Background: an optimization exercise with open tools, aiming at small area, a short achievable clock period and few clock cycles. Do not read the settings as production practice. The RTL was checked by simulation tests, not by an equivalence proof against the original design.

==> design.v <==
`timescale 1ns/1ps
module mx_frame_tx (
    input  wire       clk,
    input  wire       rst,
    input  wire       cmd_valid,
    output wire       cmd_ready,
    input  wire [7:0] cmd_len,
    input  wire       in_valid,
    output wire       in_ready,
    input  wire [7:0] in_data,
    output reg        w_valid,
    input  wire       w_ready,
    output reg  [7:0] w_data,
    output reg        w_last,
    output reg        rej
);
    localparam integer M    = 5;
    localparam integer MAXF = 160;
    localparam [7:0] SENT_END   = 8'h00;
    localparam [7:0] SENT_BEGIN = 8'h01;
    localparam [7:0] SENT_ENC   = 8'hFE;
    localparam [31:0] FNV_OFFSET = 32'h811C9DC5;
    function [7:0] b64_sym;
        input [5:0] v;
        begin
            case (v)
            6'd0: b64_sym = 8'h41;
            6'd1: b64_sym = 8'h42;
            6'd2: b64_sym = 8'h43;
            6'd3: b64_sym = 8'h44;
            6'd4: b64_sym = 8'h45;
            6'd5: b64_sym = 8'h46;
            6'd6: b64_sym = 8'h47;
            6'd7: b64_sym = 8'h48;
            6'd8: b64_sym = 8'h49;
            6'd9: b64_sym = 8'h4A;
            6'd10: b64_sym = 8'h4B;
            6'd11: b64_sym = 8'h4C;
            6'd12: b64_sym = 8'h4D;
            6'd13: b64_sym = 8'h4E;
            6'd14: b64_sym = 8'h4F;
            6'd15: b64_sym = 8'h50;
            6'd16: b64_sym = 8'h51;
            6'd17: b64_sym = 8'h52;
            6'd18: b64_sym = 8'h53;
            6'd19: b64_sym = 8'h54;
            6'd20: b64_sym = 8'h55;
            6'd21: b64_sym = 8'h56;
            6'd22: b64_sym = 8'h57;
            6'd23: b64_sym = 8'h58;
            6'd24: b64_sym = 8'h59;
            6'd25: b64_sym = 8'h5A;
            6'd26: b64_sym = 8'h61;
            6'd27: b64_sym = 8'h62;
            6'd28: b64_sym = 8'h63;
            6'd29: b64_sym = 8'h64;
            6'd30: b64_sym = 8'h65;
            6'd31: b64_sym = 8'h66;
            6'd32: b64_sym = 8'h67;
            6'd33: b64_sym = 8'h68;
            6'd34: b64_sym = 8'h69;
            6'd35: b64_sym = 8'h6A;
            6'd36: b64_sym = 8'h6B;
            6'd37: b64_sym = 8'h6C;
            6'd38: b64_sym = 8'h6D;
            6'd39: b64_sym = 8'h6E;
            6'd40: b64_sym = 8'h6F;
            6'd41: b64_sym = 8'h70;
            6'd42: b64_sym = 8'h71;
            6'd43: b64_sym = 8'h72;
            6'd44: b64_sym = 8'h73;
            6'd45: b64_sym = 8'h74;
            6'd46: b64_sym = 8'h75;
            6'd47: b64_sym = 8'h76;
            6'd48: b64_sym = 8'h77;
            6'd49: b64_sym = 8'h78;
            6'd50: b64_sym = 8'h79;
            6'd51: b64_sym = 8'h7A;
            6'd52: b64_sym = 8'h30;
            6'd53: b64_sym = 8'h31;
            6'd54: b64_sym = 8'h32;
            6'd55: b64_sym = 8'h33;
            6'd56: b64_sym = 8'h34;
            6'd57: b64_sym = 8'h35;
            6'd58: b64_sym = 8'h36;
            6'd59: b64_sym = 8'h37;
            6'd60: b64_sym = 8'h38;
            6'd61: b64_sym = 8'h39;
            6'd62: b64_sym = 8'h2B;
            6'd63: b64_sym = 8'h2F;
            default: b64_sym = 8'h2F;
            endcase
        end
    endfunction
    function is_sent;
        input [7:0] b;
        begin
            is_sent = (b == SENT_END) || (b == SENT_BEGIN) || (b == SENT_ENC);
        end
    endfunction
    reg  [7:0]  rem;      
    reg         lfirst;   
    reg         pend;     
    reg         lact;     
    reg  [2:0]  lplen;    
    reg  [2:0]  lidx;     
    reg  [7:0]  lhdr;     
    reg  [7:0]  q [0:M-1];
    reg  [M-1:0] qt;      
    wire lfull = lact && (lidx == lplen);
    wire take;            
    wire lstart = pend && (!lact || take);
    assign cmd_ready = !pend && !(lact && !lfull);
    assign in_ready  = lact && (lidx != lplen) && !qt[M-1];
    wire       rem_le5 = (rem <= 8'd5);
    wire [2:0] rem_p   = rem_le5 ? rem[2:0] : 3'd5;
    wire       wr      = in_valid && in_ready;
    always @(posedge clk) begin
        if (rst) begin
            rem   <= 8'd0;
            lfirst <= 1'b1;
            pend  <= 1'b0;
            lact  <= 1'b0;
            lplen <= 3'd0;
            lidx  <= 3'd0;
            rej   <= 1'b0;
        end else begin
            rej <= 1'b0;
            if (cmd_valid && cmd_ready) begin
                if (cmd_len > MAXF) begin
                    rej <= 1'b1;
                end else begin
                    rem  <= cmd_len;
                    pend <= 1'b1;
                end
            end
            if (lstart) begin
                lact  <= 1'b1;
                lplen <= rem_p;
                lidx  <= 3'd0;
                rem   <= rem - {5'd0, rem_p};
                lfirst <= rem_le5;
                pend  <= !rem_le5;
            end else begin
                if (take)
                    lact <= 1'b0;
                if (wr)
                    lidx <= lidx + 3'd1;
            end
        end
    end
    always @(posedge clk) begin
        if (lstart)
            lhdr <= {rem_le5, lfirst, 1'b0, lfirst ? 5'd0 : lhdr[4:0] + 5'd1};
        else if (wr && is_sent(in_data))
            lhdr[5] <= 1'b1;
    end
    reg         eact;     
    reg         ebin;     
    reg         efe;      
    reg  [3:0]  cnt;      
    reg  [7:0]  sbr;      
    reg  [31:0] hf;       
    reg  [1:0]  ph;       
    reg  [5:0]  lo;       
    reg         eq;       
    wire step    = eact && (!w_valid || w_ready);
    wire consume = step && (ebin ? (!efe && ph != 2'd3 && cnt != 4'd0) : 1'b1);
    wire hashing = (cnt >= 4'd4);                  
    wire pop     = consume && (cnt >= 4'd5);       
    wire t_end = (cnt == 4'd1);
    wire b_end = (ph == 2'd3) && (cnt == 4'd0);
    wire c_end = step && (ebin ? (!efe && b_end) : t_end);
    assign take = lfull && (!eact || c_end);
    wire [31:0] fy = hf;
    wire [31:0] hash_n;
    wire hs1;
    wire hc2;
    assign hs1 = fy[8] ^ fy[7];
    assign hc2 = fy[8] & fy[7];
    wire fs3;
    wire fc4;
    assign fs3 = fy[9] ^ fy[8] ^ fy[5];
    assign fc4 = (fy[9] & fy[8]) | (fy[9] & fy[5]) | (fy[8] & fy[5]);
    wire fs5;
    wire fc6;
    assign fs5 = fy[10] ^ fy[9] ^ fy[6];
    assign fc6 = (fy[10] & fy[9]) | (fy[10] & fy[6]) | (fy[9] & fy[6]);
    wire fs7;
    wire fc8;
    assign fs7 = fy[11] ^ fy[10] ^ fy[7];
    assign fc8 = (fy[11] & fy[10]) | (fy[11] & fy[7]) | (fy[10] & fy[7]);
    wire fs9;
    wire fc10;
    assign fs9 = fy[12] ^ fy[11] ^ fy[8];
    assign fc10 = (fy[12] & fy[11]) | (fy[12] & fy[8]) | (fy[11] & fy[8]);
    wire fs11;
    wire fc12;
    assign fs11 = fy[13] ^ fy[12] ^ fy[9];
    assign fc12 = (fy[13] & fy[12]) | (fy[13] & fy[9]) | (fy[12] & fy[9]);
    wire fs13;
    wire fc14;
    assign fs13 = fy[14] ^ fy[13] ^ fy[10];
    assign fc14 = (fy[14] & fy[13]) | (fy[14] & fy[10]) | (fy[13] & fy[10]);
    wire fs15;
    wire fc16;
    assign fs15 = fy[15] ^ fy[14] ^ fy[11];
    assign fc16 = (fy[15] & fy[14]) | (fy[15] & fy[11]) | (fy[14] & fy[11]);
    wire fs17;
    wire fc18;
    assign fs17 = fy[16] ^ fy[15] ^ fy[12];
    assign fc18 = (fy[16] & fy[15]) | (fy[16] & fy[12]) | (fy[15] & fy[12]);
    wire fs19;
    wire fc20;
    assign fs19 = fy[17] ^ fy[16] ^ fy[13];
    assign fc20 = (fy[17] & fy[16]) | (fy[17] & fy[13]) | (fy[16] & fy[13]);
    wire fs21;
    wire fc22;
    assign fs21 = fy[18] ^ fy[17] ^ fy[14];
    assign fc22 = (fy[18] & fy[17]) | (fy[18] & fy[14]) | (fy[17] & fy[14]);
    wire fs23;
    wire fc24;
    assign fs23 = fy[19] ^ fy[18] ^ fy[15];
    assign fc24 = (fy[19] & fy[18]) | (fy[19] & fy[15]) | (fy[18] & fy[15]);
    wire fs25;
    wire fc26;
    assign fs25 = fy[20] ^ fy[19] ^ fy[16];
    assign fc26 = (fy[20] & fy[19]) | (fy[20] & fy[16]) | (fy[19] & fy[16]);
    wire fs27;
    wire fc28;
    assign fs27 = fy[21] ^ fy[20] ^ fy[17];
    assign fc28 = (fy[21] & fy[20]) | (fy[21] & fy[17]) | (fy[20] & fy[17]);
    wire fs29;
    wire fc30;
    assign fs29 = fy[22] ^ fy[21] ^ fy[18];
    assign fc30 = (fy[22] & fy[21]) | (fy[22] & fy[18]) | (fy[21] & fy[18]);
    wire fs31;
    wire fc32;
    assign fs31 = fy[23] ^ fy[22] ^ fy[19];
    assign fc32 = (fy[23] & fy[22]) | (fy[23] & fy[19]) | (fy[22] & fy[19]);
    wire fs33;
    wire fc34;
    assign fs33 = fy[24] ^ fy[23] ^ fy[20];
    assign fc34 = (fy[24] & fy[23]) | (fy[24] & fy[20]) | (fy[23] & fy[20]);
    wire hs35;
    wire hc36;
    assign hs35 = fy[17] ^ fy[16];
    assign hc36 = fy[17] & fy[16];
    wire fs37;
    wire fc38;
    assign fs37 = fy[25] ^ fy[24] ^ fy[21];
    assign fc38 = (fy[25] & fy[24]) | (fy[25] & fy[21]) | (fy[24] & fy[21]);
    wire fs39;
    wire fc40;
    assign fs39 = fy[18] ^ fy[17] ^ fy[1];
    assign fc40 = (fy[18] & fy[17]) | (fy[18] & fy[1]) | (fy[17] & fy[1]);
    wire fs41;
    wire fc42;
    assign fs41 = fy[26] ^ fy[25] ^ fy[22];
    assign fc42 = (fy[26] & fy[25]) | (fy[26] & fy[22]) | (fy[25] & fy[22]);
    wire fs43;
    wire fc44;
    assign fs43 = fy[19] ^ fy[18] ^ fy[2];
    assign fc44 = (fy[19] & fy[18]) | (fy[19] & fy[2]) | (fy[18] & fy[2]);
    wire fs45;
    wire fc46;
    assign fs45 = fy[27] ^ fy[26] ^ fy[23];
    assign fc46 = (fy[27] & fy[26]) | (fy[27] & fy[23]) | (fy[26] & fy[23]);
    wire fs47;
    wire fc48;
    assign fs47 = fy[20] ^ fy[19] ^ fy[3];
    assign fc48 = (fy[20] & fy[19]) | (fy[20] & fy[3]) | (fy[19] & fy[3]);
    wire fs49;
    wire fc50;
    assign fs49 = fy[28] ^ fy[27] ^ fy[24];
    assign fc50 = (fy[28] & fy[27]) | (fy[28] & fy[24]) | (fy[27] & fy[24]);
    wire fs51;
    wire fc52;
    assign fs51 = fy[21] ^ fy[20] ^ fy[4];
    assign fc52 = (fy[21] & fy[20]) | (fy[21] & fy[4]) | (fy[20] & fy[4]);
    wire fs53;
    wire fc54;
    assign fs53 = fy[29] ^ fy[28] ^ fy[25];
    assign fc54 = (fy[29] & fy[28]) | (fy[29] & fy[25]) | (fy[28] & fy[25]);
    wire fs55;
    wire fc56;
    assign fs55 = fy[22] ^ fy[21] ^ fy[5];
    assign fc56 = (fy[22] & fy[21]) | (fy[22] & fy[5]) | (fy[21] & fy[5]);
    wire fs57;
    wire fc58;
    assign fs57 = fy[30] ^ fy[29] ^ fy[26];
    assign fc58 = (fy[30] & fy[29]) | (fy[30] & fy[26]) | (fy[29] & fy[26]);
    wire fs59;
    wire fc60;
    assign fs59 = fy[23] ^ fy[22] ^ fy[6];
    assign fc60 = (fy[23] & fy[22]) | (fy[23] & fy[6]) | (fy[22] & fy[6]);
    wire fs61;
    wire fc62;
    assign fs61 = fy[31] ^ fy[30] ^ fy[27];
    assign fc62 = (fy[31] & fy[30]) | (fy[31] & fy[27]) | (fy[30] & fy[27]);
    wire fs63;
    wire fc64;
    assign fs63 = fy[24] ^ fy[23] ^ fy[7];
    assign fc64 = (fy[24] & fy[23]) | (fy[24] & fy[7]) | (fy[23] & fy[7]);
    wire hs65;
    wire hc66;
    assign hs65 = fy[7] ^ fy[6];
    assign hc66 = fy[7] & fy[6];
    wire fs67;
    wire fc68;
    assign fs67 = hs1 ^ fy[4] ^ fy[1];
    assign fc68 = (hs1 & fy[4]) | (hs1 & fy[1]) | (fy[4] & fy[1]);
    wire fs69;
    wire fc70;
    assign fs69 = fs3 ^ fy[2] ^ fy[1];
    assign fc70 = (fs3 & fy[2]) | (fs3 & fy[1]) | (fy[2] & fy[1]);
    wire fs71;
    wire fc72;
    assign fs71 = fs5 ^ fy[3] ^ fy[2];
    assign fc72 = (fs5 & fy[3]) | (fs5 & fy[2]) | (fy[3] & fy[2]);
    wire fs73;
    wire fc74;
    assign fs73 = fs7 ^ fy[4] ^ fy[3];
    assign fc74 = (fs7 & fy[4]) | (fs7 & fy[3]) | (fy[4] & fy[3]);
    wire fs75;
    wire fc76;
    assign fs75 = fs9 ^ fy[5] ^ fy[4];
    assign fc76 = (fs9 & fy[5]) | (fs9 & fy[4]) | (fy[5] & fy[4]);
    wire fs77;
    wire fc78;
    assign fs77 = fs11 ^ fy[6] ^ fy[5];
    assign fc78 = (fs11 & fy[6]) | (fs11 & fy[5]) | (fy[6] & fy[5]);
    wire fs79;
    wire fc80;
    assign fs79 = fs13 ^ fy[7] ^ fy[6];
    assign fc80 = (fs13 & fy[7]) | (fs13 & fy[6]) | (fy[7] & fy[6]);
    wire fs81;
    wire fc82;
    assign fs81 = fs15 ^ fy[8] ^ fy[7];
    assign fc82 = (fs15 & fy[8]) | (fs15 & fy[7]) | (fy[8] & fy[7]);
    wire fs83;
    wire fc84;
    assign fs83 = fs17 ^ fy[9] ^ fy[8];
    assign fc84 = (fs17 & fy[9]) | (fs17 & fy[8]) | (fy[9] & fy[8]);
    wire fs85;
    wire fc86;
    assign fs85 = fs19 ^ fy[10] ^ fy[9];
    assign fc86 = (fs19 & fy[10]) | (fs19 & fy[9]) | (fy[10] & fy[9]);
    wire fs87;
    wire fc88;
    assign fs87 = fs21 ^ fy[11] ^ fy[10];
    assign fc88 = (fs21 & fy[11]) | (fs21 & fy[10]) | (fy[11] & fy[10]);
    wire fs89;
    wire fc90;
    assign fs89 = fs23 ^ fy[12] ^ fy[11];
    assign fc90 = (fs23 & fy[12]) | (fs23 & fy[11]) | (fy[12] & fy[11]);
    wire fs91;
    wire fc92;
    assign fs91 = fs25 ^ fy[13] ^ fy[12];
    assign fc92 = (fs25 & fy[13]) | (fs25 & fy[12]) | (fy[13] & fy[12]);
    wire fs93;
    wire fc94;
    assign fs93 = fs27 ^ fy[14] ^ fy[13];
    assign fc94 = (fs27 & fy[14]) | (fs27 & fy[13]) | (fy[14] & fy[13]);
    wire fs95;
    wire fc96;
    assign fs95 = fs29 ^ fy[15] ^ fy[14];
    assign fc96 = (fs29 & fy[15]) | (fs29 & fy[14]) | (fy[15] & fy[14]);
    wire fs97;
    wire fc98;
    assign fs97 = fs31 ^ fy[16] ^ fy[15];
    assign fc98 = (fs31 & fy[16]) | (fs31 & fy[15]) | (fy[16] & fy[15]);
    wire fs99;
    wire fc100;
    assign fs99 = fs33 ^ hs35 ^ fy[0];
    assign fc100 = (fs33 & hs35) | (fs33 & fy[0]) | (hs35 & fy[0]);
    wire fs101;
    wire fc102;
    assign fs101 = fs37 ^ fs39 ^ fc34;
    assign fc102 = (fs37 & fs39) | (fs37 & fc34) | (fs39 & fc34);
    wire fs103;
    wire fc104;
    assign fs103 = fs41 ^ fs43 ^ fc38;
    assign fc104 = (fs41 & fs43) | (fs41 & fc38) | (fs43 & fc38);
    wire fs105;
    wire fc106;
    assign fs105 = fs45 ^ fs47 ^ fc42;
    assign fc106 = (fs45 & fs47) | (fs45 & fc42) | (fs47 & fc42);
    wire fs107;
    wire fc108;
    assign fs107 = fs49 ^ fs51 ^ fc46;
    assign fc108 = (fs49 & fs51) | (fs49 & fc46) | (fs51 & fc46);
    wire fs109;
    wire fc110;
    assign fs109 = fs53 ^ fs55 ^ fc50;
    assign fc110 = (fs53 & fs55) | (fs53 & fc50) | (fs55 & fc50);
    wire fs111;
    wire fc112;
    assign fs111 = fs57 ^ fs59 ^ fc54;
    assign fc112 = (fs57 & fs59) | (fs57 & fc54) | (fs59 & fc54);
    wire fs113;
    wire fc114;
    assign fs113 = fs61 ^ fs63 ^ fc58;
    assign fc114 = (fs61 & fs63) | (fs61 & fc58) | (fs63 & fc58);
    wire hs115;
    wire hc116;
    assign hs115 = fy[4] ^ fy[3];
    assign hc116 = fy[4] & fy[3];
    wire fs117;
    wire fc118;
    assign fs117 = fy[5] ^ fy[4] ^ fy[1];
    assign fc118 = (fy[5] & fy[4]) | (fy[5] & fy[1]) | (fy[4] & fy[1]);
    wire fs119;
    wire fc120;
    assign fs119 = fy[6] ^ fy[5] ^ fy[2];
    assign fc120 = (fy[6] & fy[5]) | (fy[6] & fy[2]) | (fy[5] & fy[2]);
    wire fs121;
    wire fc122;
    assign fs121 = hs65 ^ fy[3] ^ fy[0];
    assign fc122 = (hs65 & fy[3]) | (hs65 & fy[0]) | (fy[3] & fy[0]);
    wire fs123;
    wire fc124;
    assign fs123 = fs67 ^ fy[0] ^ hc66;
    assign fc124 = (fs67 & fy[0]) | (fs67 & hc66) | (fy[0] & hc66);
    wire fs125;
    wire fc126;
    assign fs125 = fs69 ^ hc2 ^ fc68;
    assign fc126 = (fs69 & hc2) | (fs69 & fc68) | (hc2 & fc68);
    wire fs127;
    wire fc128;
    assign fs127 = fs71 ^ fc4 ^ fc70;
    assign fc128 = (fs71 & fc4) | (fs71 & fc70) | (fc4 & fc70);
    wire fs129;
    wire fc130;
    assign fs129 = fs73 ^ fc6 ^ fc72;
    assign fc130 = (fs73 & fc6) | (fs73 & fc72) | (fc6 & fc72);
    wire fs131;
    wire fc132;
    assign fs131 = fs75 ^ fc8 ^ fc74;
    assign fc132 = (fs75 & fc8) | (fs75 & fc74) | (fc8 & fc74);
    wire fs133;
    wire fc134;
    assign fs133 = fs77 ^ fc10 ^ fc76;
    assign fc134 = (fs77 & fc10) | (fs77 & fc76) | (fc10 & fc76);
    wire fs135;
    wire fc136;
    assign fs135 = fs79 ^ fc12 ^ fc78;
    assign fc136 = (fs79 & fc12) | (fs79 & fc78) | (fc12 & fc78);
    wire fs137;
    wire fc138;
    assign fs137 = fs81 ^ fc14 ^ fc80;
    assign fc138 = (fs81 & fc14) | (fs81 & fc80) | (fc14 & fc80);
    wire fs139;
    wire fc140;
    assign fs139 = fs83 ^ fc16 ^ fc82;
    assign fc140 = (fs83 & fc16) | (fs83 & fc82) | (fc16 & fc82);
    wire fs141;
    wire fc142;
    assign fs141 = fs85 ^ fc18 ^ fc84;
    assign fc142 = (fs85 & fc18) | (fs85 & fc84) | (fc18 & fc84);
    wire fs143;
    wire fc144;
    assign fs143 = fs87 ^ fc20 ^ fc86;
    assign fc144 = (fs87 & fc20) | (fs87 & fc86) | (fc20 & fc86);
    wire fs145;
    wire fc146;
    assign fs145 = fs89 ^ fc22 ^ fc88;
    assign fc146 = (fs89 & fc22) | (fs89 & fc88) | (fc22 & fc88);
    wire fs147;
    wire fc148;
    assign fs147 = fs91 ^ fc24 ^ fc90;
    assign fc148 = (fs91 & fc24) | (fs91 & fc90) | (fc24 & fc90);
    wire fs149;
    wire fc150;
    assign fs149 = fs93 ^ fc26 ^ fc92;
    assign fc150 = (fs93 & fc26) | (fs93 & fc92) | (fc26 & fc92);
    wire fs151;
    wire fc152;
    assign fs151 = fs95 ^ fc28 ^ fc94;
    assign fc152 = (fs95 & fc28) | (fs95 & fc94) | (fc28 & fc94);
    wire fs153;
    wire fc154;
    assign fs153 = fs97 ^ fc30 ^ fc96;
    assign fc154 = (fs97 & fc30) | (fs97 & fc96) | (fc30 & fc96);
    wire fs155;
    wire fc156;
    assign fs155 = fs99 ^ fc32 ^ fc98;
    assign fc156 = (fs99 & fc32) | (fs99 & fc98) | (fc32 & fc98);
    wire fs157;
    wire fc158;
    assign fs157 = fs101 ^ hc36 ^ fc100;
    assign fc158 = (fs101 & hc36) | (fs101 & fc100) | (hc36 & fc100);
    wire fs159;
    wire fc160;
    assign fs159 = fs103 ^ fc40 ^ fc102;
    assign fc160 = (fs103 & fc40) | (fs103 & fc102) | (fc40 & fc102);
    wire fs161;
    wire fc162;
    assign fs161 = fs105 ^ fc44 ^ fc104;
    assign fc162 = (fs105 & fc44) | (fs105 & fc104) | (fc44 & fc104);
    wire fs163;
    wire fc164;
    assign fs163 = fs107 ^ fc48 ^ fc106;
    assign fc164 = (fs107 & fc48) | (fs107 & fc106) | (fc48 & fc106);
    wire fs165;
    wire fc166;
    assign fs165 = fs109 ^ fc52 ^ fc108;
    assign fc166 = (fs109 & fc52) | (fs109 & fc108) | (fc52 & fc108);
    wire fs167;
    wire fc168;
    assign fs167 = fs111 ^ fc56 ^ fc110;
    assign fc168 = (fs111 & fc56) | (fs111 & fc110) | (fc56 & fc110);
    wire fs169;
    wire fc170;
    assign fs169 = fs113 ^ fc60 ^ fc112;
    assign fc170 = (fs113 & fc60) | (fs113 & fc112) | (fc60 & fc112);
    wire [31:0] ra = {fs169, fs167, fs165, fs163, fs161, fs159, fs157, fs155, fs153, fs151, fs149, fs147, fs145, fs143, fs141, fs139, fs137, fs135, fs133, fs131, fs129, fs127, fs125, fs123, fs121, fs119, fs117, hs115, fy[3], fy[2], fy[1], fy[0]};
    wire [31:0] rb = {fc168, fc166, fc164, fc162, fc160, fc158, fc156, fc154, fc152, fc150, fc148, fc146, fc144, fc142, fc140, fc138, fc136, fc134, fc132, fc130, fc128, fc126, fc124, fc122, fc120, fc118, hc116, fy[0], fy[2], fy[1], fy[0], 1'b0};
    assign hash_n = ra + rb;
    wire        hupd   = consume && hashing;
    wire [31:0] hf_oth = ({32{take}} & (FNV_OFFSET ^ {24'd0, lhdr})) | ({32{!take}} & hf);
    wire [31:0] hf_d   = hupd ? (hash_n ^ {24'd0, q[0]}) : hf_oth;
    reg  [5:0] sv;
    reg  [5:0] lo_n;
    always @(*) begin
        case (ph)
        2'd0:    begin sv = sbr[7:2];            lo_n = {sbr[1:0], 4'd0}; end
        2'd1:    begin sv = {lo[5:4], sbr[7:4]}; lo_n = {sbr[3:0], 2'd0}; end
        2'd2:    begin sv = {lo[5:2], sbr[7:6]}; lo_n = sbr[5:0];         end
        default: begin sv = lo;                  lo_n = lo;               end
        endcase
    end
    always @(posedge clk) begin
        if (rst) begin
            eact    <= 1'b0;
            ebin    <= 1'b0;
            efe     <= 1'b0;
            cnt     <= 4'd0;
            ph      <= 2'd0;
            eq      <= 1'b0;
            w_valid <= 1'b0;
        end else begin
            if (step)
                w_valid <= 1'b1;
            else if (w_ready)
                w_valid <= 1'b0;
            if (consume)
                cnt <= cnt - 4'd1;
            if (step && ebin) begin
                if (efe) begin
                    efe <= 1'b0;
                end else begin
                    ph <= ph + 2'd1;
                    if (cnt == 4'd0 && (ph == 2'd1 || ph == 2'd2))
                        eq <= 1'b1;
                end
            end
            if (take) begin
                eact <= 1'b1;
                ebin <= lhdr[5];
                efe  <= lhdr[5];
                cnt  <= {1'b0, lplen} + 4'd4;
                ph   <= 2'd0;
                eq   <= 1'b0;
            end else if (c_end) begin
                eact <= 1'b0;
            end
        end
    end
    always @(posedge clk) begin
        hf <= hf_d;
        if (take)
            sbr <= lhdr;
        else if (consume) begin
            case (cnt)
            4'd4:    sbr <= hash_n[7:0];
            4'd3:    sbr <= hf[15:8];
            4'd2:    sbr <= hf[23:16] ^ hf[31:24];
            4'd1:    sbr <= 8'd0;
            default: sbr <= q[0];
            endcase
        end
        if (step && ebin && !efe)
            lo <= lo_n;
        if (step) begin
            if (!ebin) begin
                w_data <= sbr;
                w_last <= t_end;
            end else if (efe) begin
                w_data <= SENT_ENC;
                w_last <= 1'b0;
            end else begin
                w_data <= eq ? 8'h3D : b64_sym(sv);
                w_last <= b_end;
            end
        end
    end
    integer k;
    always @(posedge clk) begin
        for (k = 0; k < M; k = k + 1) begin
            if (pop) begin
                if (wr && qt[k] && (k == M - 1 || !qt[k + 1]))
                    q[k] <= in_data;
                else if (k < M - 1)
                    q[k] <= q[k + 1];
            end else if (wr && !qt[k] && (k == 0 || qt[k - 1])) begin
                q[k] <= in_data;
            end
        end
    end
    always @(posedge clk) begin
        if (rst)
            qt <= {M{1'b0}};
        else if (wr && !pop)
            qt <= {qt[M-2:0], 1'b1};
        else if (pop && !wr)
            qt <= {1'b0, qt[M-1:1]};
    end
endmodule
==> flow/run.sh <==
#!/bin/bash
bash standard.sh SETUP_SLACK_MARGIN=6 \
  "BUFFER_PORTS_ARGS=-buffer_cell sky130_fd_sc_hd__buf_2" \
  "CTS_ARGS=-sink_clustering_enable -repair_clock_nets -sink_clustering_size 40 -buf_list sky130_fd_sc_hd__clkbuf_4 -dont_use_dummy_load" \
  finish > standard.log 2>&1
==> standard.sh <==
#!/bin/bash
# synth_recipe.tcl (not shown) runs the flow's synth.tcl, then flattens the netlist and writes it again
# the make line also repeats each setting of config.mk as NAME=value (left out here)
make -C /OpenROAD-flow-scripts/flow DESIGN_CONFIG=/design/flow/config.mk WORK_HOME=/design/flow/orfs CLKGATE_MAP_FILE= SYNTH_SCRIPT=/design/flow/synth_recipe.tcl "${@:-finish}"
==> config.mk <==
export PLATFORM = sky130hd
export DESIGN_NAME = mx_frame_tx
export DESIGN_NICKNAME = mx_frame_tx
export VERILOG_FILES = /design/flow/design.v
export SDC_FILE = /design/flow/constraint.sdc
export NUM_CORES = 4
export LEC_CHECK = 0
export CAP_MARGIN = 20
export CORE_MARGIN = 2
export CORE_UTILIZATION = 60
export CTS_BUF_LIST = sky130_fd_sc_hd__clkbuf_4
export CTS_CLUSTER_SIZE = 40
export SETUP_SLACK_MARGIN = 5
export SLEW_MARGIN = 20
==> constraint.sdc <==
create_clock -name core_clock -period 10.0 [get_ports {clk}]
set_input_delay 2.0000 -clock core_clock [delete_from_list [all_inputs] [get_ports {clk}]]
set_output_delay 2.0000 -clock core_clock [all_outputs]
set_load 0.01 [all_outputs]
==> results of run 1 <==
==> cells in the mapped netlist (5+ instances only) <==
cell        n
inv_1     120
a21o_1     21
nand2b_1    7
and3_1      7
clkbuf_1   24
nand4_1     5
nor3_1     25
nor2b_1    10
buf_2       9
nor2_1     71
a22oi_1    12
and2_1     10
nor4_1      5
o21ai_0    49
edfxtp_1   78
a21oi_1    74
a211oi_1    8
mux2_2     36
nor3b_1     9
a31oi_1    11
mux2i_1     8
nand2_1    70
ha_1       51
a222oi_1    6
nand3_1    22
o22ai_1    12
fa_1       78
xnor2_1    40
xor2_1     22
dfxtp_1    59
==> worst min-delay path: stages (launching register included) <==
cell	delay, ns
dfxtp_1	0.32
inv_1	0.07
a21oi_1	0.06
==> layout make-up <==
class / count / area, um2 / share of cell area [%]
Antenna cell: 1 / 2.502 / 0.02225
Inverter: 123 / 483.0 / 4.294
Timing Repair inverter: 1 / 7.507 / 0.06674
Timing Repair Buffer: 65 / 429.2 / 3.815
Tap cell: 220 / 275.3 / 2.447
Clock buffer: 17 / 127.6 / 1.135
Multi-Input combinational cell: 723 / 6345 / 56.41
Sequential cell: 137 / 3578 / 31.81
==> metrics by stage <==
step                instance area, um2  utilization (%)  setup slack (ns)
global placement                 10370            63.00             5.185
CTS                              10810            65.62             5.926
floorplan                        10060                -             6.002
finish                           11250            68.31             5.935
global route                     11250            68.31             5.826
detailed placement               10370            63.00             5.068
==> worst max-delay path by stage <==
| stage | start | end | slack, ns | cells past startpoint |
|---|---|---|---|---|
| 3_3_place_gp | w_ready | hf[24]$_DFF_P_ | 5.18 | 10 |
| 6_report | flip-flop | hf[19]$_DFF_P_ | 5.93 | 12 |
| 5_1_grt | hf[19]$_DFF_P_ | hf[26]$_DFF_P_ | 5.83 | 17 |
| 3_5_place_dp | w_ready | hf[24]$_DFF_P_ | 5.07 | 10 |
| 2_1_floorplan | hf[14]$_DFF_P_ | hf[25]$_DFF_P_ | 6.00 | 18 |
| 4_1_cts | hf[15]$_DFF_P_ | hf[26]$_DFF_P_ | 5.93 | 16 |
==> cell families after synthesis <==
logic type	synth area share, %
AND/OR/NAND/NOR	12.12
AO/OA/AOI/OAI	14.69
buffers and inverters	6.047
flip-flops	35.04
adder cells (fa/ha/maj)	21.87
XOR/XNOR	5.400
multiplexers	4.828
==> cells in the final DEF (no fill, tap or decap), types with 13 or more instances in the layout <==
| master | netlist | routed |
|---|---|---|
| dfxtp_4 | 0 | 13 |
| o21ai_0 | 49 | 39 |
| xnor2_1 | 40 | 39 |
| edfxtp_1 | 78 | 78 |
| mux2_2 | 36 | 36 |
| nor3_1 | 25 | 25 |
| clkbuf_4 | 0 | 17 |
| inv_1 | 120 | 107 |
| ha_1 | 51 | 37 |
| nand2_1 | 70 | 69 |
| xor2_1 | 22 | 21 |
| nor2_1 | 71 | 68 |
| a21o_1 | 21 | 21 |
| buf_4 | 1 | 28 |
| fa_1 | 78 | 78 |
| nand3_1 | 22 | 19 |
| a21oi_1 | 74 | 62 |
| dfxtp_1 | 59 | 41 |
| buf_2 | 9 | 33 |
==> metal layers <==
layer / track usage, % / vias to the layer above
li1: - / 3630
met1: 39.19 / 3667
met2: 41.84 / 201
met3: 6.279 / 26
met4: 6.383 / 0
met5: 0 / -
==> state kept, by name, indices dropped and copies added, names as in the netlist, 2 cells and up, named ones only <==
name	flops
qt	5
lidx	3
lo	6
sbr	8
lplen	3
ph	2
rem	8
w_data	8
q	40
hf	24
lhdr	8
cnt	4
==> what timing repair did <==
action / in CTS / in global routing
setup endpoints to repair: 28 / 32
gates cloned: 0 / 1
pin swaps: 10 / 53
gates resized for setup: 60 / 78
buffers inserted: 13 / 16
==> impl_metrics.ini, run 1 <==
[clock_tree]
clk-insertion-delay-late_ns = 0.54
htree_levels = 4
path_clk_slew_ns = 0.11
cts_sinks = 137
cts_tree = yes
cts-buffers-inserted = 17
clockBufferDepth = 2
root_buffer = clkbuf_4
ctsHoldBuffers = 0

[place]
dp_hpwl_um = 17190
port_buffers = 33
dpl.cell_count = 1239
gp_congestion = 0.8527

[routing]
drc_errors = 0
top_layer_used = met4
dr_wl_met3_um = 1375
viasPerCell = 5.846
wirelength_met1_um = 10740
drtIter0Drc = 634
ant_nets = 0
dr_wl_met2_um = 11000
firstDrtPassIters = 8
finalWirelength_um = 23330
vias = 7524
post_drt_wl_per_cell_um = 18.13

[global_routing]
grt_pass1_wl_um = 37510
grt_pass1_vias = 7328
antenna_found_initial = 1
track_usage_pct = 27.08
grt_max_degree = 35
grt_overflow = 0

[timing]
period_share_pct = 40.65
tns_ns = 0
hold-worst-slack_ns = 0.4832
setup_viol = 0
report.final.slew_viol_count = 0
period_minus_slack_ns = 4.065
finalHoldViolations = 0
rsz0062_at_grt = yes
fin_skew_ns = 0.03197
maxSlewHeadroom_pct = 43.16
worstMarginPinSlew_ns = 0.8461
fmax_mhz = 246.0

[worst_setup_path]
crit_required_ns = 10.39
crit_type = reg2reg
timing.critical_path.cells = fa_1 > fa_1 > fa_1 > ha_4 > a21oi_1 > o21ai_1 > a21o_1 > a311o_1 > a21o_1 > a21oi_1 > xor2_1 > a22oi_1
critPathTopFamily = adder cells
cp_slowest_stage_delay_ns = 0.60
critPathMostFrequentCell = fa_1
worstRegToRegCells = 12
crit_path_max_fanout = 5
critPathBufInv = 0
crit_slowest_cell = fa_1
critPathArrivalTime_ns = 4.45
r2r_slack_ns = 5.93
r2r-end = hf[19]$_DFF_P_
end_kind = flip-flop
critPathLaunchType = flip-flop

[synthesis]
synth_seq_area_share_pct = 35.04
synth_edf_count = 78
synth_top_flop_cell = edfxtp_1
synth.area.top_cells = edfxtp_1, fa_1, dfxtp_1
ys_types = 64
synth-seq-cells = 137
synthesis.nets = 1168
synth-warning-count = 4
syn_inst = 1018
async_reset_ff_share_pct = 0
synth_top_cell_by_area = edfxtp_1
yosysTopAreaCellShare_pct = 23.29
syn_area_um2 = 10060
synth.avg_cell_area_um2 = 9.878

[die]
die_w_um = 133.5
core_area_um2 = 16470
die_y_um = 133.5
start_util_pct = 61.07
ios = 34
dieArea_um2 = 17810
fp-row-count = 47

[worst_hold_path]
min_path_type = reg2reg
worstHoldStart = eact$_SDFFE_PP0P_
hold_end = w_valid$_SDFFE_PP0P_
min_path_cells = 2

[layout]
area_growth_pct = 11.86
nets = 1218
fin_cells = 1287
drive_above_1_share_pct = 20.26
nFillCells = 1318

[status]
outcome = finished clean

[run]
max_cap_violations = 0
Testbench counts, summed over its fixed seeds: cycles 23,720.
==> run 2: changes to the inputs <==
==> flow/run.sh (replaced) <==
#!/bin/bash
bash standard.sh SETUP_SLACK_MARGIN=6 \
  "BUFFER_PORTS_ARGS=-buffer_cell sky130_fd_sc_hd__buf_2" \
  "CTS_ARGS=-sink_clustering_enable -repair_clock_nets -sink_clustering_size 40 -buf_list sky130_fd_sc_hd__clkbuf_8 -dont_use_dummy_load" \
  finish > standard.log 2>&1
==> config.mk (replaced) <==
export PLATFORM = sky130hd
export DESIGN_NAME = mx_frame_tx
export DESIGN_NICKNAME = mx_frame_tx
export VERILOG_FILES = /design/flow/design.v
export SDC_FILE = /design/flow/constraint.sdc
export NUM_CORES = 4
export LEC_CHECK = 0
export CAP_MARGIN = 10
export CORE_MARGIN = 2
export CORE_UTILIZATION = 60
export CTS_BUF_LIST = sky130_fd_sc_hd__clkbuf_8
export CTS_CLUSTER_SIZE = 40
export SETUP_SLACK_MARGIN = 5
export SLEW_MARGIN = 10
==> run 2 against run 1 <==
  * Final cell count shrank 0.70%
  * Sequential share of layout area increased by 0.15 points
  * Register-to-register slack gained 0.07 ns
  * Critical endpoint is now hf[16]$_DFF_P_
==> impl_metrics.ini, run 2 <==
[synthesis]
synth_seq_area_share_pct = 35.04
synth-warning-count = 4
async_reset_ff_share_pct = 0
syn_area_um2 = 10060
syn_inst = 1018
yosysTopAreaCellShare_pct = 23.29
synth_top_flop_cell = edfxtp_1
synthesis.nets = 1168
synth.area.top_cells = edfxtp_1, fa_1, dfxtp_1
synth.avg_cell_area_um2 = 9.878
synth-seq-cells = 137
synth_edf_count = 78
synth_common_cells = inv_1, edfxtp_1, fa_1
synth.most_common_cell = inv_1
synth_top_cell_by_area = edfxtp_1
ys_types = 64

[die]
core_area_um2 = 16470
dieArea_um2 = 17810
die_y_um = 133.5
die_w_um = 133.5
ios = 34
start_util_pct = 61.07
fp-row-count = 47

[layout]
largest_register_ffs = 40
nFillCells = 1327
largest-register = q
finalCoreUtilization_pct = 67.94
nets = 1210
final_common_cell = inv_1
largest_registers = q x40, hf x24
drive_above_1_share_pct = 19.19
layout_common_cells = inv_1, fa_1, edfxtp_1, nand2_1, nor2_1
antenna_cells = 0
area_growth_pct = 11.25

[clock_tree]
cts_tree = yes
path_clk_slew_ns = 0.07
htree_levels = 4
clk-insertion-delay-late_ns = 0.44
clockBufferDepth = 2
ctsHoldBuffers = 0
cts_sinks = 137
cts-buffers-inserted = 17
root_buffer = clkbuf_8

[timing]
fmax_mhz = 250.3
period_share_pct = 39.96
rsz0062_at_grt = yes
fin_skew_ns = 0.01774
worst_slack_ns = 6.004
period_minus_slack_ns = 3.996
finalHoldViolations = 0
tns_ns = 0
maxSlewHeadroom_pct = 24.81
worstMarginPinSlew_ns = 1.116
setup_viol = 0
report.final.slew_viol_count = 0
hold-worst-slack_ns = 0.4755

[routing]
vias = 7495
post_drt_wl_per_cell_um = 18.03
drc_errors = 0
firstDrtPassIters = 5
ant_nets = 0
drtIter0Drc = 561
finalWirelength_um = 23040
viasPerCell = 5.865

[worst_setup_path]
critPathLaunchType = flip-flop
crit_type = reg2reg
crit_required_ns = 10.30
critPathArrivalTime_ns = 4.29
crit_path_max_fanout = 5
end_kind = flip-flop

[worst_hold_path]
min_path_type = reg2reg

[global_routing]
track_usage_pct = 27.20
grt_pass1_wl_um = 37620
grt_overflow = 0
grt_max_degree = 35
antenna_found_initial = 0
grt_pass1_vias = 7305

[run]
max_cap_violations = 0

[status]
outcome = finished clean

[place]
dp_worst_setup_slack_ns = 5.122
dp_hpwl_um = 17200
port_buffers = 33
gp_congestion = 0.8527
run 2: changes by cell type in the layout (fill, tap and decap cells not counted), moves of 3 or more:
cell / previous run / this run
o21ai_1: 7 / 4
clkbuf_8: 0 / 17
buf_4: 28 / 23
o21ai_2: 2 / 5
clkbuf_4: 17 / 0
inv_4: 2 / 5
buf_6: 3 / 0
run 2: repair_timing:
item                                    4_1_cts  5_1_grt
buffers inserted                             10       11
pin swaps                                    11       26
cloned                                        1        0
resized for setup                            65       53
endpoints found under the setup margin       28       21
run 2: path summary, 6_finish.rpt:
path / startpoint / to / slack (ns) / cells after the start
worst min-delay path: rem[6]$_SDFFE_PP0P_ / rem[6]$_SDFFE_PP0P_ / 0.48 / 2
worst max register to register: flip-flop / hf[16]$_DFF_P_ / 6.00 / 13
worst min register to register: rem[6]$_SDFFE_PP0P_ / rem[6]$_SDFFE_PP0P_ / 0.48 / 2
worst max-delay path: flip-flop / hf[16]$_DFF_P_ / 6.00 / 13
run 2: cells by family after synthesis:
kind of cell | synth area share, %
compound gates | 14.69
xor+xnor | 5.400
fa+ha+maj | 21.87
buf+inv | 6.047
flops | 35.04
mux | 4.828
simple gates | 12.12
run 2: cell type report:
type	count	area [um2]	share of cell area (%)
clock buffers	17	234.0	2.091
multi-input cells	723	6259	55.94
flip-flops and latches	137	3576	31.97
inverters	123	478.0	4.272
repair inverters	1	7.507	0.06711
repair buffers	57	357.8	3.199
well taps	220	275.3	2.461
run 2: worst max-delay path, cell delays in order, from the launching register on:
cell,delay (ns)
edfxtp_1,0.45
fa_1,0.54
fa_1,0.45
fa_1,0.60
ha_4,0.24
and3_4,0.19
nor2b_1,0.14
a32oi_2,0.25
and2_4,0.20
o21ai_2,0.08
a21o_1,0.21
a21oi_2,0.15
xor2_1,0.22
o22ai_1,0.13
run 2: layer usage:
metal | GRT usage, % | vias to the layer above | wire length [um]
met5 | 0 | - | 0
met4 | 6.974 | 0 | 342
met2 | 42.07 | 196 | 10780
li1 | - | 3624 | -
met3 | 5.670 | 34 | 1180
met1 | 39.52 | 3641 | 10740
run 2: stage by stage:
stage / instance area, um2 / std cells
after floorplan: 10060 / 1018
after global placement: 10370 / 1239
after detailed placement: 10370 / 1239
after CTS: 10900 / 1267
after global routing: 11190 / 1278
final: 11190 / 1278
==> run 3: changes to the inputs <==
--- a/config.mk
+++ b/config.mk
@@ -5,10 +5,11 @@
 export SDC_FILE = /design/flow/constraint.sdc
 export NUM_CORES = 4
 export LEC_CHECK = 0
-export CAP_MARGIN = 10
+export CAP_MARGIN = 20
 export CORE_MARGIN = 2
 export CORE_UTILIZATION = 60
 export CTS_BUF_LIST = sky130_fd_sc_hd__clkbuf_8
 export CTS_CLUSTER_SIZE = 40
+export PLACE_DENSITY = 0.75
 export SETUP_SLACK_MARGIN = 5
-export SLEW_MARGIN = 10
+export SLEW_MARGIN = 20
==> run 3 against run 2 <==
  * Highest routed layer unchanged
  * Still clean on timing, DRC and antenna
  * Non-clock buffer count shrank 1
  * Final area is essentially flat
  * Hold slack lost 0.0037 ns
  * Critical path type unchanged
==> impl_metrics.ini, run 3 <==
[routing]
finalWirelength_um = 23070
vias = 7631
drc_errors = 0
firstDrtPassIters = 5
drtIter0Drc = 651
ant_nets = 0
viasPerCell = 5.976
post_drt_wl_per_cell_um = 18.07

[worst_setup_path]
critPathTopFamily = adder cells
critPathBufInv = 2
crit_slowest_cell = fa_1
critPathLaunchType = flip-flop
crit_type = reg2reg
critPathMostFrequentCell = fa_1
critPathArrivalTime_ns = 4.28
crit_path_max_fanout = 5
cp_slowest_stage_delay_ns = 0.53
crit_required_ns = 10.29
end_kind = flip-flop
timing.critical_path.cells = fa_1 > inv_1 > fa_1 > inv_1 > fa_1 > ha_4 > and3_4 > nor2b_1 > a32oi_2 > and2_4 > o21ai_2 > a21o_1 > a21oi_2 > xor2_1 > o22ai_1

[place]
gp_congestion = 0.9322
dp_hpwl_um = 16750
placed_area_um2 = 10370
port_buffers = 33

[layout]
nets = 1209
antenna_cells = 0
final_common_cell = inv_1
nFillCells = 1278
layout_common_cells = inv_1, fa_1, edfxtp_1, nand2_1, nor2_1
largest_registers = q x40, hf x24
multi_input_area_um2 = 6260
largest-register = q
largest_register_ffs = 40
final_area_um2 = 11180
area_growth_pct = 11.15
drive_above_1_share_pct = 19.02
regArea_um2 = 3581

[timing]
period_share_pct = 39.87
tns_ns = 0
fin_skew_ns = 0.01883
rsz0062_at_grt = yes
period_minus_slack_ns = 3.987
maxSlewHeadroom_pct = 44.66
fmax_mhz = 250.8
hold-worst-slack_ns = 0.4718
setup_viol = 0
report.final.slew_viol_count = 0
worstMarginPinSlew_ns = 0.8238
finalHoldViolations = 0

[synthesis]
synth-warning-count = 4
synth_common_cells = inv_1, edfxtp_1, fa_1
async_reset_ff_share_pct = 0
synth.area.top_cells = edfxtp_1, fa_1, dfxtp_1
yosysTopAreaCellShare_pct = 23.29
synth_top_family_by_area = adder cells
synth.most_common_cell = inv_1
syn_inst = 1018
synthesis.nets = 1168
synth_edf_count = 78
ys_types = 64
synth_top_flop_cell = edfxtp_1
synth.area.mux_share_pct = 4.828
synth.avg_cell_area_um2 = 9.878
synth-seq-cells = 137
syn_area_um2 = 10060
synth_seq_area_share_pct = 35.04
synth_xor_area_share_pct = 5.400
synth_top_cell_by_area = edfxtp_1
synth_fa_ha_area_share_pct = 21.87
yosys.area_share.simple_pct = 12.12
synth_compound_area_share_pct = 14.69

[die]
core_area_um2 = 16470
dieArea_um2 = 17810
ios = 34
die_y_um = 133.5
start_util_pct = 61.07
die_w_um = 133.5
fp-row-count = 47

[global_routing]
grt_pass1_vias = 7292
grt_overflow = 0
grt_max_degree = 35
track_usage_pct = 26.38
grt_pass1_wl_um = 36810
antenna_found_initial = 0

[clock_tree]
cts-buffers-inserted = 17
clk-insertion-delay-late_ns = 0.44
htree_levels = 4
path_clk_slew_ns = 0.06
cts_tree = yes
clockBufferDepth = 2
ctsHoldBuffers = 0
root_buffer = clkbuf_8
cts_sinks = 137

[worst_hold_path]
min_path_type = reg2reg

[status]
outcome = finished clean

[run]
max_cap_violations = 0
[run 3: cell count changes in the layout (fill, tap and decap cells not counted), moves of 2 or more]
cell | before | now
o21ai_0 | 41 | 38
dfxtp_2 | 6 | 4
o21ai_2 | 5 | 7
dfxtp_4 | 12 | 14
o21ai_1 | 4 | 6
[run 3: through the flow]
stage / setup slack, ns / std cells / utilization, %
2_1_floorplan: 6.002 / 1018 / -
3_3_place_gp: 5.312 / 1238 / 62.96
3_5_place_dp: 5.162 / 1238 / 62.96
4_1_cts: 5.957 / 1266 / 66.00
5_1_grt: 5.923 / 1277 / 67.88
6_report: 6.013 / 1277 / 67.88
[run 3: path summary, 6_finish.rpt]
| path | from | endpoint | slack [ns] | depth (start not counted) |
|---|---|---|---|---|
| setup / recovery | flip-flop | hf[16]$_DFF_P_ | 6.01 | 15 |
| hold reg to reg | eact$_SDFFE_PP0P_ | w_valid$_SDFFE_PP0P_ | 0.47 | 2 |
| setup reg to reg | flip-flop | hf[16]$_DFF_P_ | 6.01 | 15 |
| hold / removal | eact$_SDFFE_PP0P_ | w_valid$_SDFFE_PP0P_ | 0.47 | 2 |
[run 3: final cells by class]
type	instances	share of cell area, %
sequential	137	32.04
clock buffer	17	2.093
multi-input combinational	723	56.01
timing repair buffer	56	3.056
timing repair inverter	1	0.06717
tap	220	2.463
inverter	123	4.276
[run 3: worst register-to-register path: cells and delay by family (launching register included)]
family                   cells  cell delay [ns]
AO/OA/AOI/OAI                5             0.82
adder cells (fa/ha/maj)      4             1.78
AND/OR/NAND/NOR              3             0.50
XOR/XNOR                     1             0.21
flip-flops                   1             0.44
buffers and inverters        2             0.10
[run 3: cell families (layout without fill, tap and decap cells)]
group | Yosys count | count (layout)
simple gates | 255 | 255
compound gates | 233 | 233
buf+inv | 158 | 197
flops | 137 | 137
fa+ha+maj | 129 | 129
xor+xnor | 62 | 62
mux | 44 | 44
[run 3: layer usage]
layer  wire length [um]  global-route usage (%)  share of wire [%]
met1              10080                   36.56                 44
met2              11070                   42.21                 48
met3               1421                   5.860                6.2
met4                501                   7.388                2.2
met5                  0                       0                  0
[run 3: what timing repair did]
action                     CTS  global route
pin swaps                    9            42
resized for setup           61            61
cloned                       1             0
setup buffers               10            11
setup endpoints to repair   28            21
==> run 4: changes to the inputs <==
==> flow/run.sh (replaced) <==
#!/bin/bash
bash standard.sh SETUP_SLACK_MARGIN=6.5 \
  "BUFFER_PORTS_ARGS=-buffer_cell sky130_fd_sc_hd__buf_2" \
  "CTS_ARGS=-sink_clustering_enable -repair_clock_nets -sink_clustering_size 40 -buf_list sky130_fd_sc_hd__clkbuf_8 -dont_use_dummy_load" \
  finish > standard.log 2>&1
--- a/config.mk
+++ b/config.mk
@@ -10,6 +10,5 @@
 export CORE_UTILIZATION = 60
 export CTS_BUF_LIST = sky130_fd_sc_hd__clkbuf_8
 export CTS_CLUSTER_SIZE = 40
-export PLACE_DENSITY = 0.75
 export SETUP_SLACK_MARGIN = 5
 export SLEW_MARGIN = 20
==> run 4 against run 3 <==
  * Final cell count grew 1.9%
  * Non-clock buffer count rose by 22
  * Setup slack improved by 0.0026 ns
  * First-iteration DRC count down 15%
  * Fmax about the same
  * Hold slack gained 0.016 ns
  * Clock skew rose by 0.0048 ns
  * Still clean
  * Area after synthesis stayed put
  * Die area did not move
==> impl_metrics.ini, run 4 <==
[status]
outcome = finished clean

[synthesis]
synthesis.nets = 1168
synth_seq_area_share_pct = 35.04
async_reset_ff_share_pct = 0
syn_area_um2 = 10060
synth.avg_cell_area_um2 = 9.878
yosysTopAreaCellShare_pct = 23.29
synth_edf_count = 78
synth_common_cells = inv_1, edfxtp_1, fa_1
synth.most_common_cell = inv_1
syn_inst = 1018
synth_top_flop_cell = edfxtp_1
ys_types = 64
synth.area.top_cells = edfxtp_1, fa_1, dfxtp_1
synth-warning-count = 4
synth_top_cell_by_area = edfxtp_1
synth-seq-cells = 137

[clock_tree]
htree_levels = 4
clk-insertion-delay-late_ns = 0.45
path_clk_slew_ns = 0.06
cts_sinks = 137
root_buffer = clkbuf_8
clockBufferDepth = 2
cts_tree = yes
cts-buffers-inserted = 17

[timing]
tns_ns = 0
rsz0062_at_grt = yes
maxSlewHeadroom_pct = 44.07
worstMarginPinSlew_ns = 0.8325
fin_skew_ns = 0.02359
finalHoldViolations = 0
fmax_mhz = 250.9
setup_viol = 0
hold-worst-slack_ns = 0.4878
report.final.slew_viol_count = 0
period_minus_slack_ns = 3.985
period_share_pct = 39.85

[die]
core_area_um2 = 16470
fp-row-count = 47
ios = 34
die_y_um = 133.5
die_w_um = 133.5
start_util_pct = 61.07
dieArea_um2 = 17810

[global_routing]
grt_pass1_wl_um = 38590
antenna_found_initial = 0
grt_use_met2_pct = 43.27
met1_usage_pct = 40.27
top_usage_layer = met2
grt_util_met3_pct = 5.632
grt_overflow = 0
track_usage_pct = 27.88
grt_pass1_vias = 7545
grt_max_degree = 35

[place]
dp_hpwl_um = 17600
port_buffers = 33
gp_congestion = 0.8608

[routing]
post_drt_wl_per_cell_um = 18.43
ant_nets = 0
vias = 7642
finalWirelength_um = 23970
viasPerCell = 5.874
drtIter0Drc = 551
drc_errors = 0
firstDrtPassIters = 6

[layout]
drive_above_1_share_pct = 24.79
nets = 1233
largest_register_ffs = 40
layout_common_cells = inv_1, fa_1, edfxtp_1, nor2_1, nand2_1
largest-register = q
antenna_cells = 0
final_common_cell = inv_1
largest_registers = q x40, hf x24
area_growth_pct = 16.49

[worst_setup_path]
crit_type = reg2reg
cp_slowest_stage_delay_ns = 0.53
critPathMostFrequentCell = fa_1
timing.critical_path.cells = fa_1 > inv_1 > fa_1 > inv_1 > fa_1 > ha_4 > and3_4 > nor2b_4 > a32oi_4 > a21oi_4 > nor3b_4 > o21bai_2 > buf_4 > buf_6 > a21oi_4 > nor2_1 > a211oi_1
r2r_slack_ns = 6.02
crit_path_max_fanout = 5
critPathLaunchType = flip-flop
end_kind = flip-flop
critPathBufInv = 4
crit_required_ns = 10.34
critPathArrivalTime_ns = 4.33
critPathTopFamily = adder cells
crit_slowest_cell = fa_1

[run]
max_cap_violations = 0

[worst_hold_path]
min_path_type = reg2reg
[run 4: layout make-up]
type | instances | area [um2]
Inverter | 123 | 480.5
Sequential cell | 137 | 3588
Timing Repair inverter | 2 | 11.26
Timing Repair Buffer | 78 | 546.8
Multi-Input combinational cell | 724 | 6578
Tap cell | 220 | 275.3
Fill cell | 1264 | 4752
Clock buffer | 17 | 234.0
[run 4: per-stage QoR]
step	util [%]	area (um2)	std cells	setup slack, ns
after floorplan	-	10310	1018	6.227
after global placement	64.28	10580	1239	5.410
after detailed placement	64.28	10580	1239	5.331
after CTS	69.76	11490	1291	6.108
after global routing	71.14	11710	1301	5.894
final	71.14	11710	1301	6.015
[run 4: final timing paths]
check,start,depth (start not counted),end
worst max register to register,flip-flop,17,hf[24]$_DFF_P_
worst min-delay path,lplen[1]$_SDFFE_PP0P_,2,cnt[1]$_SDFFE_PP0P_
worst min register to register,lplen[1]$_SDFFE_PP0P_,2,cnt[1]$_SDFFE_PP0P_
worst max-delay path,flip-flop,17,hf[24]$_DFF_P_
[run 4: repair_timing]
item / 4_1_cts / 5_1_grt
hold buffers: 0 / 0
gates cloned: 2 / 1
resized for setup: 93 / 33
endpoints found under the setup margin: 62 / 55
pin swaps: 42 / 32
setup buffers: 33 / 9
[run 4: tightest hold or removal path, stage by stage (launching register included)]
cell,delay [ns]
dfxtp_1,0.33
nand2_1,0.06
a21oi_1,0.05
[run 4: metal layers]
| metal | up-vias | wire [um] |
|---|---|---|
| met5 | - | 0 |
| met4 | 0 | 409 |
| met3 | 38 | 1322 |
| met1 | 3743 | 10990 |
| li1 | 3650 | - |
| met2 | 211 | 11250 |
[run 4: cell families (layout without fill, tap and decap cells)]
family	after synthesis	in the layout	share of synthesized area (%)
fa+ha+maj	129	129	21.87
flops	137	137	35.04
simple gates	255	256	12.12
buf+inv	158	220	6.047
compound gates	233	233	14.69
xor+xnor	62	62	5.400
mux	44	44	4.828
==> run 5: changes to the inputs <==
==> flow/run.sh (replaced) <==
#!/bin/bash
bash standard.sh SETUP_SLACK_MARGIN=6 \
  "BUFFER_PORTS_ARGS=-buffer_cell sky130_fd_sc_hd__buf_2" \
  "CTS_ARGS=-sink_clustering_enable -repair_clock_nets -sink_clustering_size 40 -buf_list sky130_fd_sc_hd__clkbuf_8 -dont_use_dummy_load" \
  finish > standard.log 2>&1
--- a/config.mk
+++ b/config.mk
@@ -5,6 +5,7 @@
 export SDC_FILE = /design/flow/constraint.sdc
 export NUM_CORES = 4
 export LEC_CHECK = 0
+export ABC_AREA = 1
 export CAP_MARGIN = 20
 export CORE_MARGIN = 2
 export CORE_UTILIZATION = 60
==> run 5 against run 4 <==
  * Sequential cell count unchanged
  * Critical path depth decreased by 1
  * Wire length increased by 19%
  * Critical endpoint is now hf[30]$_DFF_P_
  * Via count increased by 25%
  * Count of clock-buffer cells in the layout unchanged
==> impl_metrics.ini, run 5 <==
[worst_hold_path]
hold_end = lplen[0]$_SDFFE_PP0P_
min_path_cells = 2
min_path_type = reg2reg
worstHoldStart = rem[0]$_SDFFE_PP0P_

[global_routing]
antenna_found_initial = 0
top_usage_layer = met2
met1_usage_pct = 42.94
grt_pass1_vias = 8934
track_usage_pct = 30.32
grt_overflow = 0
grt_pass1_wl_um = 46150
grt_util_met3_pct = 5.854
grt_use_met2_pct = 46.93
grt_max_degree = 38

[timing]
rsz0062_at_grt = yes
fmax_mhz = 255.8
report.final.slew_viol_count = 0
finalHoldViolations = 0
fin_skew_ns = 0.03195
setup_viol = 0
period_minus_slack_ns = 3.909
maxSlewHeadroom_pct = 39.97
period_share_pct = 39.09
worstMarginPinSlew_ns = 0.8936
tns_ns = 0

[synthesis]
synthesis.nets = 1534
synth_top_flop_cell = edfxtp_1
synth_edf_count = 78
synth.most_common_cell = nand2_1
syn_area_um2 = 10780
synth_seq_area_share_pct = 32.70
synth_top_cell_by_area = edfxtp_1
syn_inst = 1384
synth_common_cells = nand2_1, inv_1, nand3_1
yosysTopAreaCellShare_pct = 21.74
synth.area.top_cells = edfxtp_1, fa_1, nand2_1
synth-warning-count = 4
synth-seq-cells = 137
ys_types = 44
synth.avg_cell_area_um2 = 7.786
async_reset_ff_share_pct = 0

[run]
max_cap_violations = 0

[layout]
area_growth_pct = 9.637
largest_registers = q x40, hf x24
antenna_cells = 0
nFillCells = 1557
largest-register = q
layout_common_cells = nand2_1, inv_1, nand3_1, nor2_1, a21oi_1
final_common_cell = nand2_1
drive_above_1_share_pct = 10.23
largest_register_ffs = 40
nets = 1599
final_area_um2 = 11810

[die]
dieArea_um2 = 19050
fp-row-count = 49
ios = 34
die_w_um = 138.0
core_area_um2 = 17780
die_y_um = 138.0
start_util_pct = 60.61

[worst_setup_path]
crit_path_max_fanout = 6
end_kind = flip-flop
worstRegToRegCells = 16
crit_slowest_cell = fa_1
r2r_slack_ns = 6.09
crit_required_ns = 10.30
critPathArrivalTime_ns = 4.21
r2r-end = hf[30]$_DFF_P_
cp_slowest_stage_delay_ns = 0.58
crit_type = reg2reg
critPathLaunchType = flip-flop
timing.critical_path.cells = inv_1 > fa_1 > inv_1 > fa_1 > fa_1 > ha_1 > nand2_1 > inv_1 > nand3_1 > inv_1 > nand2_1 > nand3_1 > a21oi_1 > nand3_1 > nand3_1 > nand2_1

[place]
dp_hpwl_um = 22240
placed_area_um2 = 11140
gp_congestion = 1.018
port_buffers = 33

[routing]
drtIter0Drc = 895
post_drt_wl_per_cell_um = 17.04
viasPerCell = 5.716
ant_nets = 0
finalWirelength_um = 28560
drc_errors = 0
vias = 9580
firstDrtPassIters = 5

[status]
outcome = finished clean

[clock_tree]
htree_levels = 4
ctsHoldBuffers = 0
root_buffer = clkbuf_8
cts-buffers-inserted = 17
cts_tree = yes
path_clk_slew_ns = 0.07
clockBufferDepth = 2
cts_sinks = 137
clk-insertion-delay-late_ns = 0.45
## run 5: cell types whose count changed after synthesis, moves of 15 or more
cell	previous run	this run
a21oi_1	74	91
o21ai_0	49	76
mux2_2	36	0
a21o_1	21	0
xnor2_1	40	14
nand3_1	22	111
nand2_1	70	363
inv_1	120	224
nor2_1	71	93
nand4_1	5	20
## run 5: worst max path at each step
stage                               from                 end  slack, ns  cells after the start
final                          flip-flop      hf[30]$_DFF_P_       6.09                     16
after global routing      hf[17]$_DFF_P_      hf[18]$_DFF_P_       5.88                     15
after CTS                 hf[17]$_DFF_P_      hf[24]$_DFF_P_       5.98                     18
after detailed placement         w_ready   q[3][6]$_DFFE_PP_       4.93                     10
after global placement           w_ready   q[3][4]$_DFFE_PP_       5.05                     10
after floorplan                  w_ready  qt[0]$_SDFFE_PP0P_       6.17                     10
## run 5: cell families after synthesis
family,share of synthesized area [%]
DFF,32.70
xor gates and xnor gates,2.926
and+or+nand+nor,24.08
adders and majority gates,20.41
AOI/OAI and AO/OA,10.96
buffers and inverters,8.918
## run 5: cell type report
| type | count | area, um2 | share of cell area (%) |
|---|---|---|---|
| clock buffer | 17 | 234.0 | 1.981 |
| inverter | 232 | 895.9 | 7.583 |
| multi-input combinational | 997 | 6440 | 54.51 |
| sequential | 137 | 3556 | 30.10 |
| tap | 229 | 286.5 | 2.425 |
| timing repair buffer | 64 | 401.6 | 3.400 |
## run 5: per-layer routing
metal	up-vias	wire length (um)
li1	4616	-
met1	4517	12510
met2	395	12940
met3	52	2219
met4	0	880
met5	-	0
## run 5: through the flow
stage	setup WS [ns]	std cells	hold WS, ns	util, %
after floorplan	6.168	1384	0.4422	-
after global placement	5.052	1627	0.4694	62.66
after detailed placement	4.932	1627	0.4674	62.66
after CTS	5.981	1645	0.4780	64.21
after global routing	5.878	1676	0.5048	66.45
final	6.091	1676	0.4746	66.45
## run 5: worst max-delay path, delay by kind of cell (launching register included)
family / cells / cell delay, ns
adder cells (fa/ha/maj): 4 / 1.95
AND/OR/NAND/NOR: 7 / 0.69
flip-flops: 1 / 0.49
buffers and inverters: 4 / 0.39
AO/OA/AOI/OAI: 1 / 0.24
## run 5: what timing repair did
action                     CTS  global route
gates cloned                 1             0
pin swaps                    1             5
setup endpoints to repair  144            95
setup buffers                0            31
gates resized for setup     13            47

[port drivers added, routing unchanged]
In the flow no input, the clock included, has a driving cell. The finished layouts below were timed again as built, in two steps.
Step 1 sets driving cells, clkbuf_16 on the clock port and buf_2 on the other inputs (assumed; they add their load-dependent delay and slew).
Step 2 also shifts input and output timing later by t, the mid clock arrival at the registers, as if the neighbouring blocks saw the same clock.
Three values: no drivers, after step 1, after step 2; two values: the first two.
run	t (ns)	slack for setup (ns)	latest minus earliest clock arrival (ns)
run 1	0.559	5.935 / 5.935 / 5.626	0.039 / 0.040
run 2	0.473	6.004 / 6.004 / 5.689	0.018 / 0.017
run 3	0.472	6.013 / 6.013 / 5.709	0.023 / 0.023
run 4	0.470	6.015 / 6.015 / 5.974	0.026 / 0.026
run 5	0.472	6.091 / 6.091 / 5.771	0.039 / 0.039
After both steps setup and hold are still met in every run listed. The setup slack of run 5, which loses most, moves by 0.000 ns with the drivers and by -0.320 ns with both steps.
